Background: an optimization exercise with open tools, aiming at small area, a short achievable clock period and few clock cycles. Do not read the settings as production practice.
Function was checked by simulation only, so behaviour that the tests miss may differ from the original.

==> flow/design.v, too long to show whole: its modules and the start of the top module <==
// module rg_div: 62 lines
// module rot_geom: 898 lines
module rot_geom (
    input  wire        clk,
    input  wire        rst,         
    input  wire        start,
    input  wire        op,          
    input  wire [15:0] w,
    input  wire [15:0] h,
    input  wire [15:0] sin_q,       
    input  wire [15:0] cos_q,       
    output wire        busy,
    output wire        done,
    output wire [7:0]  errcode,
    output wire [31:0] res_a,       
    output wire [31:0] res_b        
);
  // ...
==> flow/flow/run.sh <==
#!/bin/bash
# The standard layout, with
#  - repair_timing aiming at a shorter period than the clock (setup margin),
#    repairing only the worst endpoints so that the area stays small;
set -o pipefail
bash standard.sh SETUP_SLACK_MARGIN=9.3 TNS_END_PERCENT=10 \
    "BUFFER_PORTS_ARGS=-buffer_cell sky130_fd_sc_hd__buf_4" finish > std_flow.log 2>&1
==> flow/standard.sh <==
#!/bin/bash
# synth_recipe.tcl (not shown) runs the flow's synth.tcl, then flattens the netlist and writes it again
# the make line also repeats each setting of config.mk as NAME=value (left out here)
make -C /OpenROAD-flow-scripts/flow DESIGN_CONFIG=/design/flow/config.mk WORK_HOME=/design/flow/orfs CLKGATE_MAP_FILE= SYNTH_SCRIPT=/design/flow/synth_recipe.tcl "${@:-finish}"
==> flow/config.mk <==
export PLATFORM = sky130hd
export DESIGN_NAME = rot_geom
export DESIGN_NICKNAME = rot_geom
export VERILOG_FILES = /design/flow/design.v
export SDC_FILE = /design/flow/constraint.sdc
export NUM_CORES = 4
export LEC_CHECK = 0
export CAP_MARGIN = 40
export CORE_MARGIN = 2
export CORE_UTILIZATION = 40
export PLACE_DENSITY = 0.6
export SLEW_MARGIN = 30
==> flow/constraint.sdc <==
create_clock -name core_clock -period 13.0 [get_ports {clk}]
set_input_delay 2.6000 -clock core_clock [delete_from_list [all_inputs] [get_ports {clk}]]
set_output_delay 2.6000 -clock core_clock [all_outputs]
set_load 0.01 [all_outputs]
==> run notes, run 1 <==
- Status: timing/DRC/antenna clean
- CP max stage cell: dfxtp_2
- IO Port Bufs: 136
- CTS root buffer: clkbuf_16
- CP Class: flip-flop to flip-flop
- Post-synthesis cell area: 41810 um2
- Multi-input combinational area share: 60.25%
- Total gr overflow: 0
- Crit path largest cell delay: 0.55 ns
- GRT Max-Usage Layer: met2
- Largest cell class by area: multi-input combinational cells
- CTS clock-pin slew for the worst setup and hold paths: 0.07 ns
- Arr. time, crit path: 4.71 ns
- Primary FF master, synth: dfxtp_1
- Largest net degree at the start of global routing: 78
- Initial DRC count: 6699
- R2r endpoint: mc[11]
- Non-clock buffering overhead: 8.321%
- Max reg flops: 33
- Layout cell share with drive strength beyond 1: 18.87%
- Final min period: 4.159 ns
- Critical Path End: mc[11]
- Slew Limit Fails: 0
- Synth Area in Compound Gates: 21.53%
- Met3 wire len: 25270 um
- Placed Area: 44490 um2
- Vias per cell: 6.455
- Final Non-Filler Cells: 6716
- Final hold viol count: 0
- Clock buffer depth: 3
- Most used cell along the critical path: fa_1
- FFs & Latches: 433
- Met2 routed WL: 82770 um
- Worst hold slack: 0.3308 ns
- Seq/Total Area, Yosys: 24.44%
- Simple-gate area share of the yosys netlist: 17.50%
- Mapped Cells: 5098
- Synth Register Bits: 433
Testbench counts, summed over its fixed seeds: cycles 26,260.
==> module rg_div, before the edit <==
module rg_div (
    input  wire        clk,
    input  wire        ld_r,       
    input  wire [30:0] ld_rv,
    input  wire        ld_neg,
    input  wire        ld_d,       
    input  wire [30:0] ld_dv,
    input  wire        ld_q,       
    input  wire [31:0] ld_qv,
    input  wire        go,         
    input  wire        al_fb,
    input  wire [30:0] al_r0,
    input  wire [5:0]  al_k0,
    input  wire        f15,
    input  wire        kill,
    output reg  [31:0] Q,
    output reg  [30:0] R,
    output reg  [30:0] D,
    output reg         neg,
    output reg         act,
    output wire        last
);
    reg [5:0]  k;
    reg [4:0]  str;
    wire        b     = (str != 5'd0) ? Q[31] : neg;
    wire [31:0] trial = {R, b} - {1'b0, D};
    wire        qb    = ~trial[31];
    wire [30:0] rn    = qb ? trial[30:0] : {R[29:0], b};
    wire [31:0] qstep = {Q[30:0], qb};
    wire [30:0] qinc  = Q[30:0] + 31'd1;
    wire [31:0] qfin  = !neg ? qstep : (qb ? {qinc, 1'b0} : {Q[30:0], 1'b1});
    assign last = act && (k == 6'd1);
    always @(posedge clk) begin
        if (kill) begin
            act <= 1'b0;
        end else if (go) begin
            act <= 1'b1;
            if (al_fb) begin
                R   <= 31'd0;
                Q   <= {R, 1'b0};
                k   <= f15 ? 6'd46 : 6'd45;
                str <= 5'd31;
            end else begin
                R   <= al_r0;
                Q   <= 32'd0;
                k   <= al_k0;
                str <= 5'd0;
            end
        end else if (act) begin
            R   <= rn;
            Q   <= last ? qfin : qstep;
            k   <= k - 6'd1;
            str <= str - {4'd0, (str != 5'd0)};
            if (last) act <= 1'b0;
        end
        if (!go && !act) begin
            if (ld_r) begin R <= ld_rv; neg <= ld_neg; end
            if (ld_q) Q <= ld_qv;
        end
        if (ld_d) D <= ld_dv;
    end
endmodule
==> inputs of run 2 (changes only) <==
--- a/flow/design.v
+++ b/flow/design.v
@@ -4,62 +4,87 @@
     input  wire [30:0] ld_rv,
     input  wire        ld_neg,
     input  wire        ld_d,       
     input  wire [30:0] ld_dv,
     input  wire        ld_q,       
     input  wire [31:0] ld_qv,
     input  wire        go,         
     input  wire        al_fb,
+    input  wire [30:0] al_m,       
     input  wire [30:0] al_r0,
-    input  wire [5:0]  al_k0,
+    input  wire [2:0]  al_k0,      
     input  wire        f15,
     input  wire        kill,
     output reg  [31:0] Q,
-    output reg  [30:0] R,
+    output wire [30:0] R,
     output reg  [30:0] D,
     output reg         neg,
     output reg         act,
     output wire        last
 );
-    reg [5:0]  k;
-    reg [4:0]  str;
-    wire        b     = (str != 5'd0) ? Q[31] : neg;
-    wire [31:0] trial = {R, b} - {1'b0, D};
-    wire        qb    = ~trial[31];
-    wire [30:0] rn    = qb ? trial[30:0] : {R[29:0], b};
-    wire [31:0] qstep = {Q[30:0], qb};
-    wire [30:0] qinc  = Q[30:0] + 31'd1;
-    wire [31:0] qfin  = !neg ? qstep : (qb ? {qinc, 1'b0} : {Q[30:0], 1'b1});
-    assign last = act && (k == 6'd1);
+    reg [31:0] P;
+    reg [4:0]  k;           
+    reg [4:0]  str;         
+    reg        b1q, b2q;    
+    reg        incp;        
+    assign R = P[30:0];
+    wire        s1  = ~P[31];
+    wire [32:0] A1w = {P[30:0], b1q, s1} + {({1'b0, D} ^ {32{s1}}), s1};
+    wire [31:0] A1  = A1w[32:1];
+    wire        q1  = ~A1[31];
+    wire [32:0] A2w = {A1[30:0], b2q, 1'b1} + {~{1'b0, D}, 1'b1};
+    wire [31:0] A2s = A2w[32:1];
+    wire [31:0] A2a = {A1[30:0], b2q} + {1'b0, D};
+    wire [31:0] A2  = q1 ? A2s : A2a;
+    wire        q2  = ~A2[31];
+    wire        lastk = (k == 5'd1);
+    assign last = act && (incp || (lastk && !neg));
+    wire        strn  = (str > 5'd1);       
     always @(posedge clk) begin
         if (kill) begin
             act <= 1'b0;
         end else if (go) begin
-            act <= 1'b1;
+            act  <= 1'b1;
+            incp <= 1'b0;
             if (al_fb) begin
-                R   <= 31'd0;
-                Q   <= {R, 1'b0};
-                k   <= f15 ? 6'd46 : 6'd45;
-                str <= 5'd31;
+                P   <= 32'd0;
+                Q   <= f15 ? {al_m, neg} : {1'b0, al_m};
+                b1q <= f15 ? al_m[30] : 1'b0;
+                b2q <= f15 ? al_m[29] : al_m[30];
+                k   <= 5'd23;
+                str <= 5'd16;
             end else begin
-                R   <= al_r0;
+                P   <= {1'b0, al_r0};
                 Q   <= 32'd0;
-                k   <= al_k0;
+                b1q <= neg;
+                b2q <= neg;
+                k   <= {2'd0, al_k0};
                 str <= 5'd0;
             end
         end else if (act) begin
-            R   <= rn;
-            Q   <= last ? qfin : qstep;
-            k   <= k - 6'd1;
-            str <= str - {4'd0, (str != 5'd0)};
-            if (last) act <= 1'b0;
+            if (incp) begin
+                Q    <= Q + 32'd1;
+                act  <= 1'b0;
+                incp <= 1'b0;
+            end else begin
+                P   <= A2;
+                Q   <= {Q[29:0], q1, q2};
+                k   <= k - 5'd1;
+                str <= str - {4'd0, (str != 5'd0)};
+                b1q <= strn ? Q[29] : neg;
+                b2q <= strn ? Q[28] : neg;
+                if (lastk) begin
+                    act  <= neg;
+                    incp <= neg;
+                end
+            end
         end
         if (!go && !act) begin
-            if (ld_r) begin R <= ld_rv; neg <= ld_neg; end
+            if (ld_r) begin P <= {1'b0, ld_rv}; neg <= ld_neg; end
             if (ld_q) Q <= ld_qv;
         end
         if (ld_d) D <= ld_dv;
     end
 endmodule
 module rot_geom (
     input  wire        clk,
     input  wire        rst,         
@@ -736,18 +761,17 @@
     wire wr_qa  = s2_v && (s2_ds == DS_QA  || s2_ds == DS_QAS);
     wire wr_qb  = s2_v && (s2_ds == DS_QB  || s2_ds == DS_QBS);
     wire wr_ra  = s2_v && (s2_ds == DS_RA);
     wire wr_rb  = s2_v && (s2_ds == DS_RB);
     wire wr_d   = s2_v && (s2_ds == DS_D);
     wire [31:0] qa_v = (s2_ds == DS_QAS) ? {14'd0, X[32:15]} : X[31:0];
     wire [31:0] qb_v = (s2_ds == DS_QBS) ? {14'd0, X[32:15]} : X[31:0];
     wire amb_thin = X[33] || (X[32:0] == 33'd0);    
-    wire [34:0] e_chk    = {ms, 1'b1} + {mc, 1'b1};
-    wire        e_le0    = !e_chk[34];
+    wire        e_le0    = X[33] || (X == 34'd0);
     wire        thin_now = ceqs || e_le0;
     wire        irect_mac = (st == ST_MAC) && op_q;
     wire        thin_ld0  = irect_mac && (ph == 4'd3) && thin_now;
     wire        thin_ld   = irect_mac && ((ph == 4'd3) || (ph == 4'd10 && thin2));
     wire [15:0] dA_thin = wge ? s_q : c_q;
     wire [15:0] dB_thin = wge ? c_q : s_q;
     function [4:0] bitlen31;
         input [30:0] x;
@@ -783,58 +807,59 @@
     function [4:0] bitlen16;
         input [15:0] x;
         bitlen16 = bitlen31({15'd0, x});
     endfunction
     function [4:0] tcalc;             
         input [4:0] bm, bd;
         input       f;
         reg   [4:0] tr;
-        reg   [3:0] fm1;
+        reg   [3:0] t0;
+        reg         adj;
         begin
             tr  = bd - bm - 5'd1;
-            fm1 = f ? 4'd14 : 4'd13;
-            tcalc = {(bm >= bd), (tr > {1'b0, fm1}) ? fm1 : tr[3:0]};
+            t0  = (tr > (f ? 5'd13 : 5'd12)) ? (f ? 4'd13 : 4'd12) : tr[3:0];
+            adj = t0[0] ^ f;
+            tcalc = {(bm >= bd) || (adj && t0 == 4'd0), t0 - {3'd0, adj}};
         end
     endfunction
-    reg  [4:0] bldN;                  
+    reg  [4:0] blmA, blmB, bldN;      
+    wire [4:0] bl_x = bitlen31(xmag);
     reg  [4:0] tA, tB;                
-    reg  [4:0] tA_thin, tB_thin, blSh, bldA, bldB;
+    reg  [4:0] tA_thin, tB_thin;
     always @(posedge clk) begin
-        blSh    <= bitlen16(Sh);
-        bldA    <= bitlen16(dA_thin);
-        bldB    <= bitlen16(dB_thin);
-        tA_thin <= tcalc(blSh, bldA, 1'b0);
-        tB_thin <= tcalc(blSh, bldB, 1'b0);
+        tA_thin <= tcalc(bitlen16(Sh), bitlen16(dA_thin), 1'b0);
+        tB_thin <= tcalc(bitlen16(Sh), bitlen16(dB_thin), 1'b0);
     end
     reg al_sel;           
     wire [30:0] al_m   = al_sel ? RB : RA;
     wire        al_neg = al_sel ? negB : negA;
     wire [4:0]  al_t   = al_sel ? tB : tA;
     wire        al_fb  = al_t[4];
     wire [3:0]  t      = al_t[3:0];
     wire [45:0] shx    = {al_m, {15{al_neg}}} << t;
     wire [30:0] al_r0  = shx[45:15];
-    wire [5:0]  al_k0  = (f15 ? 6'd15 : 6'd14) - {2'd0, t};
+    wire [3:0]  kb     = (f15 ? 4'd15 : 4'd14) - t;
+    wire [2:0]  al_k0  = kb[3:1];
     wire clr_q = accept;
     wire kill  = rst || accept;
     rg_div u_da (
         .clk(clk),
         .ld_r(thin_ld || wr_ra), .ld_rv(thin_ld ? {15'd0, Sh} : xmag), .ld_neg(thin_ld ? 1'b0 : xneg),
         .ld_d(thin_ld || wr_d),  .ld_dv(thin_ld ? {15'd0, dA_thin} : X[30:0]),
         .ld_q(clr_q || wr_qa),   .ld_qv(clr_q ? 32'd0 : qa_v),
-        .go(goA), .al_fb(al_fb), .al_r0(al_r0), .al_k0(al_k0), .f15(f15), .kill(kill),
+        .go(goA), .al_fb(al_fb), .al_m(al_m), .al_r0(al_r0), .al_k0(al_k0), .f15(f15), .kill(kill),
         .Q(QA), .R(RA), .D(DA), .neg(negA), .act(actA), .last(lastA)
     );
     rg_div u_db (
         .clk(clk),
         .ld_r(thin_ld || wr_rb), .ld_rv(thin_ld ? {15'd0, Sh} : xmag), .ld_neg(thin_ld ? 1'b0 : xneg),
         .ld_d(thin_ld || wr_d),  .ld_dv(thin_ld ? {15'd0, dB_thin} : X[30:0]),
         .ld_q(clr_q || wr_qb),   .ld_qv(clr_q ? 32'd0 : qb_v),
-        .go(goB), .al_fb(al_fb), .al_r0(al_r0), .al_k0(al_k0), .f15(f15), .kill(kill),
+        .go(goB), .al_fb(al_fb), .al_m(al_m), .al_r0(al_r0), .al_k0(al_k0), .f15(f15), .kill(kill),
         .Q(QB), .R(RB), .D(DB), .neg(negB), .act(actB), .last(lastB)
     );
     assign res_a = QA;
     assign res_b = QB;
     wire div_fin = !goA && !goB && (!actA || lastA) && (!actB || lastB);
     always @(posedge clk) begin
         st_nx = st;
         wge  <= (w_q >= h_q);
@@ -862,23 +887,25 @@
             err  <= (w == 16'd0) || (h == 16'd0);
             mA    <= op ? sin_q : w;
             mB    <= cos_q;
             p1_ad <= AD_0;
             p1_m  <= M_ADD;
             p1_ds <= op ? DS_QA : DS_RA;
         end
         if (s2_v && s2_ds == DS_AMB) thin2 <= amb_thin;
-        bldN <= bitlen31(DA);
+        if (wr_ra) blmA <= bl_x;
+        if (wr_rb) blmB <= bl_x;
+        if (wr_d)  bldN <= bl_x;
         if (thin_ld) begin
             tA <= tA_thin;
             tB <= tB_thin;
         end else if (f15) begin
-            tA <= tcalc(bitlen31(RA), bldN, 1'b1);
-            tB <= tcalc(bitlen31(RB), bldN, 1'b1);
+            tA <= tcalc(blmA, bldN, 1'b1);
+            tB <= tcalc(blmB, bldN, 1'b1);
         end
         if (rst) begin
             st_nx   = ST_IDLE;
             p1_v <= 1'b0;
             s2_v <= 1'b0;
         end else begin
             case (st)
                 ST_IDLE, ST_DONE: begin
==> flow/flow/run.sh (replaced) <==
#!/bin/bash
set -o pipefail
bash standard.sh SETUP_SLACK_MARGIN=9 TNS_END_PERCENT=10 finish > std_flow.log 2>&1
==> run notes, run 2 <==
- R2r endpoint: u_db.P[30] (was mc[11])
- Largest net degree at the start of global routing: 56 (was 78)
- Remaining DRCs: 0 (unchanged)
- Arr. time, crit path: 6.05 ns (was 4.71 ns)
- Max-cap violations: 0 (unchanged)
- Mapped Cells: 5958 (was 5098)
- Detailed Routing Iterations Pass 1: 7 (unchanged)
- Critical path endpoint category: flip-flop (unchanged)
- Worst Hold Endpoint: s2_ds[2] (was s2_ds[0])
- WL per Instance: 26.76 um (was 29.64 um)
- Routed via count: 48110 (was 43360)
- Seq/Total Area, Yosys: 21.69% (was 24.44%)
- Hold Buf Count CTS: 0 (unchanged)
- Slew Limit Fails: 0 (unchanged)
- Total gr overflow: 0 (unchanged)
- Core area: 118200 um2 (was 103600 um2)
- Setup TNS: 0 ns (unchanged)
- Gr usage total: 32.68% (was 35.73%)
- Clock latency (worst-skew pair): 0.63 ns (was 0.68 ns)
- Synth warn: 2 (unchanged)
- Synth top area share: 10.87% (was 13.31%)
- First-pass GRT wire length: 300500 um (was 281900 um)
- Final period util: 42.44% (was 31.99%)
- R2R Path Start: u_db.P[31] (was u_da.R[10])
- Utilization after layout: 48.32% (about the same)
- Crit path largest cell delay: 0.53 ns (was 0.55 ns)
- Finish-stage setup viols: 0 (unchanged)
- Antenna violations before repair: 2 (was 10)
- Worst Hold Class: flip-flop to flip-flop (unchanged)
- Total CTS buffers: 53 (was 52)
- Initial Util: 40.40% (was 40.34%)
- Cell variety after synth: 102 (was 98)
- Max reg flops: 33 (unchanged)
- Status: timing/DRC/antenna clean (unchanged)
- Slew @ Worst Pin: 0.9862 ns (was 1.085 ns)
- CP max stage cell: or4_4 (was dfxtp_2)
- HPWL Detailed: 158800 um (was 142700 um)
- CTS root buffer: clkbuf_16 (unchanged)
- GP Congestion: 1.041 (was 1.064)
- WHS Path Cells: 0 (unchanged)
- Syn_area_per_cell: 8.018 um2 (was 8.202 um2)
- Achievable Freq: 181.2 MHz (was 240.5 MHz)
- Commonest non-fill, non-tap cell in the layout: a21oi_1 (was nand2_1)
- Most frequent cells in the layout: 535 x a21oi_1, 529 x nor2_1, 517 x nand2_1, 499 x inv_1, 303 x ha_1 (was 478 x nand2_1, 430 x inv_1, 400 x buf_4, 396 x a21oi_1, 340 x nor2_1)
- Die height: 349.6 um (was 327.3 um)
- Synth Register Bits: 431 (was 433)
- Layout cell share with drive strength beyond 1: 14.58% (was 18.87%)
- Final hold viol count: 0 (unchanged)
- Total Die Area: 122200 um2 (was 107100 um2)
- Worst slew margin: 32.37% (was 27.45%)
- Skew final: 0.01670 ns (was 0.07043 ns)
- Number of global-route vias before repair: 45580 (was 40560)
- H-tree depth: 2 (unchanged)
- Row count: 126 (was 118)
- Worst-path cell chain: buf_12, xnor2_2, ha_4, and4_2, a221o_1, a31o_4, a2111oi_4, nor3b_2, nand2b_1, buf_6, nand2_4, xnor2_4, ha_4, inv_2, a21oi_2, o21ai_2, or4_4, a311oi_4, o31ai_4, a2111oi_4, a21oi_2, xnor2_2, nor2_1, o211ai_1 (was inv_1, o21ai_0, a22oi_1, nor2_1, xnor2_1, fa_1, fa_1, fa_1, inv_1, fa_1)
- Post-synth EDFFs: 173 (was 155)
- Clock sink count: 431 (was 433)
- Final ANT Viol Nets: 0 (unchanged)
- Setup crit start kind: flip-flop (unchanged)
- R2r worst-path depth: 24 (was 10)
- Crit path max fanout: 6 (was 8)
- R2R Setup Slk: 7.48 ns (was 8.84 ns)
- Nets: 6799 (was 5803)
- RSZ-0062 raised after global routing: yes (unchanged)
- Clock buffer depth: 3 (unchanged)
- TritonCTS clock tree: done (unchanged)
- Worst EP required: 13.53 ns (was 13.55 ns)
- Primary FF master, synth: dfxtp_1 (unchanged)
- Hold_sp: p1_ds[2] (was p1_ds[0])
- Most common cell in the netlist: a21oi_1 (was nand2_1)
- I/O Pins: 142 (unchanged)
- IO Port Bufs: 136 (unchanged)
- Top cell type by total area after synthesis: edfxtp_1 (was dfxtp_1)
- CTS clock-pin slew for the worst setup and hold paths: 0.06 ns (was 0.07 ns)
- Worst hold slack: 0.3273 ns (was 0.3308 ns)
- Vias per cell: 6.223 (was 6.455)
- Biggest register: ms (unchanged)
- Initial DRC count: 6165 (was 6699)
- CP top delay family: compound AO/OA/AOI/OAI gates (was adder cells)
- # diodes: 0 (was 10)
- Final min period: 5.518 ns (was 4.159 ns)
- Crit path buf inv count: 3 (was 2)
- Die width: 349.6 um (was 327.3 um)
- CP Class: flip-flop to flip-flop (unchanged)
- P&R area growth vs syn: 19.61% (was 19.78%)
- Area contributors post-synth: edfxtp_1 11%, dfxtp_1 11%, fa_1 9.8% (was dfxtp_1 13%, edfxtp_1 11%, fa_1 11%)
- Top cells by count, synth: 584 x a21oi_1, 542 x nor2_1, 529 x nand2_1, 509 x inv_1, 347 x ha_1 (was 496 x nand2_1, 438 x inv_1, 426 x a21oi_1, 364 x nor2_1, 350 x o21ai_0)
- Total routed wirelength: 206900 um (was 199100 um)
- Post-synthesis cell area: 47770 um2 (was 41810 um2)
- Asr flop ratio synth: 0% (unchanged)
## run 2: per-layer routing
metal  track usage (%)  part of all wire (%)
met2             50.83                    43
met5                 0                0.0034
met4             18.15                   6.9
met3             7.218                    11
met1             42.00                    39
## run 2: cells by family (layout without fill, tap and decap cells)
group	Yosys count	in the layout	synth area share [%]
and+or+nand+nor	1802	1802	17.75
other	1	5	0.007850
muxes	199	199	4.620
AOI/OAI and AO/OA	1700	1700	22.87
adders and majority gates	581	581	18.89
xor gates and xnor gates	388	388	7.271
DFF	431	431	21.69
buffers and inverters	856	1089	6.894
## run 2: how the worst max path moves through the flow
stage	start	slack [ns]	endpoint	cells after the start
6_report	u_db.P[31]	7.48	u_db.P[30]	24
5_1_grt	u_db.P[31]	7.35	u_db.Q[0]	23
4_1_cts	u_db.D[0]	7.41	u_db.P[30]	24
3_5_place_dp	u_da.P[31]	6.63	u_da.P[31]	23
3_3_place_gp	u_da.P[31]	6.54	u_da.P[31]	23
2_1_floorplan	u_da.P[31]	8.03	u_da.P[31]	26
## run 2: timing repair
item / in CTS / in global routing
cloned: 1 / 5
endpoints found under the setup margin: 291 / 302
buffers inserted: 120 / 76
gates resized for setup: 251 / 234
pin swaps: 135 / 114
## run 2: final cells by class
class | count | area [um2]
Multi-Input combinational cell | 4675 | 36780
Fill cell | 11500 | 61100
Sequential cell | 431 | 10380
Tap cell | 1536 | 1922
Inverter | 513 | 1933
Clock inverter | 30 | 256.5
Timing Repair Buffer | 476 | 4339
Clock buffer | 70 | 1526
## run 2: metrics by stage
stage,cell area (um2),setup WS (ns),instances
2_1_floorplan,48060,8.031,5962
3_3_place_gp,50810,6.536,7389
3_5_place_dp,51120,6.627,7418
4_1_cts,55230,7.411,7639
5_1_grt,57140,7.353,7731
6_report,57140,7.482,7731
Testbench counts of run 2, summed over its fixed seeds: cycles 20,186.

## what the ideal ports hide
How much do the figures lean on ideal ports? The routed layouts below were timed once more, with nothing changed but the port constraints.
Step 1, drivers: a clkbuf_16 drives clk and a buf_2 each remaining input, both assumed.
Step 2 moves the port delays by t, midway between the first and last clock arrival at a register: inputs arrive t later, outputs are due t later. That takes back most of the time a late clock gives input paths.
Three values: no drivers, after step 1, after step 2; two values: the first two.
run | t, ns | setup slack, ns | hold WS [ns] | latest minus earliest clock arrival (ns) | worst register clock-pin slew, ns
run 1 | 0.711 | 8.841 / 8.841 / 8.266 | 0.331 / 0.331 / 0.331 | 0.071 / 0.072 | 0.07 / 0.07
run 2 | 0.695 | 7.482 / 7.482 / 7.482 | 0.327 / 0.327 / 0.327 | 0.017 / 0.016 | 0.07 / 0.07
After both steps every run listed still meets setup and hold. For run 1, which loses most, drivers alone change the setup slack by 0.000 ns; drivers and shift together by -0.575 ns.
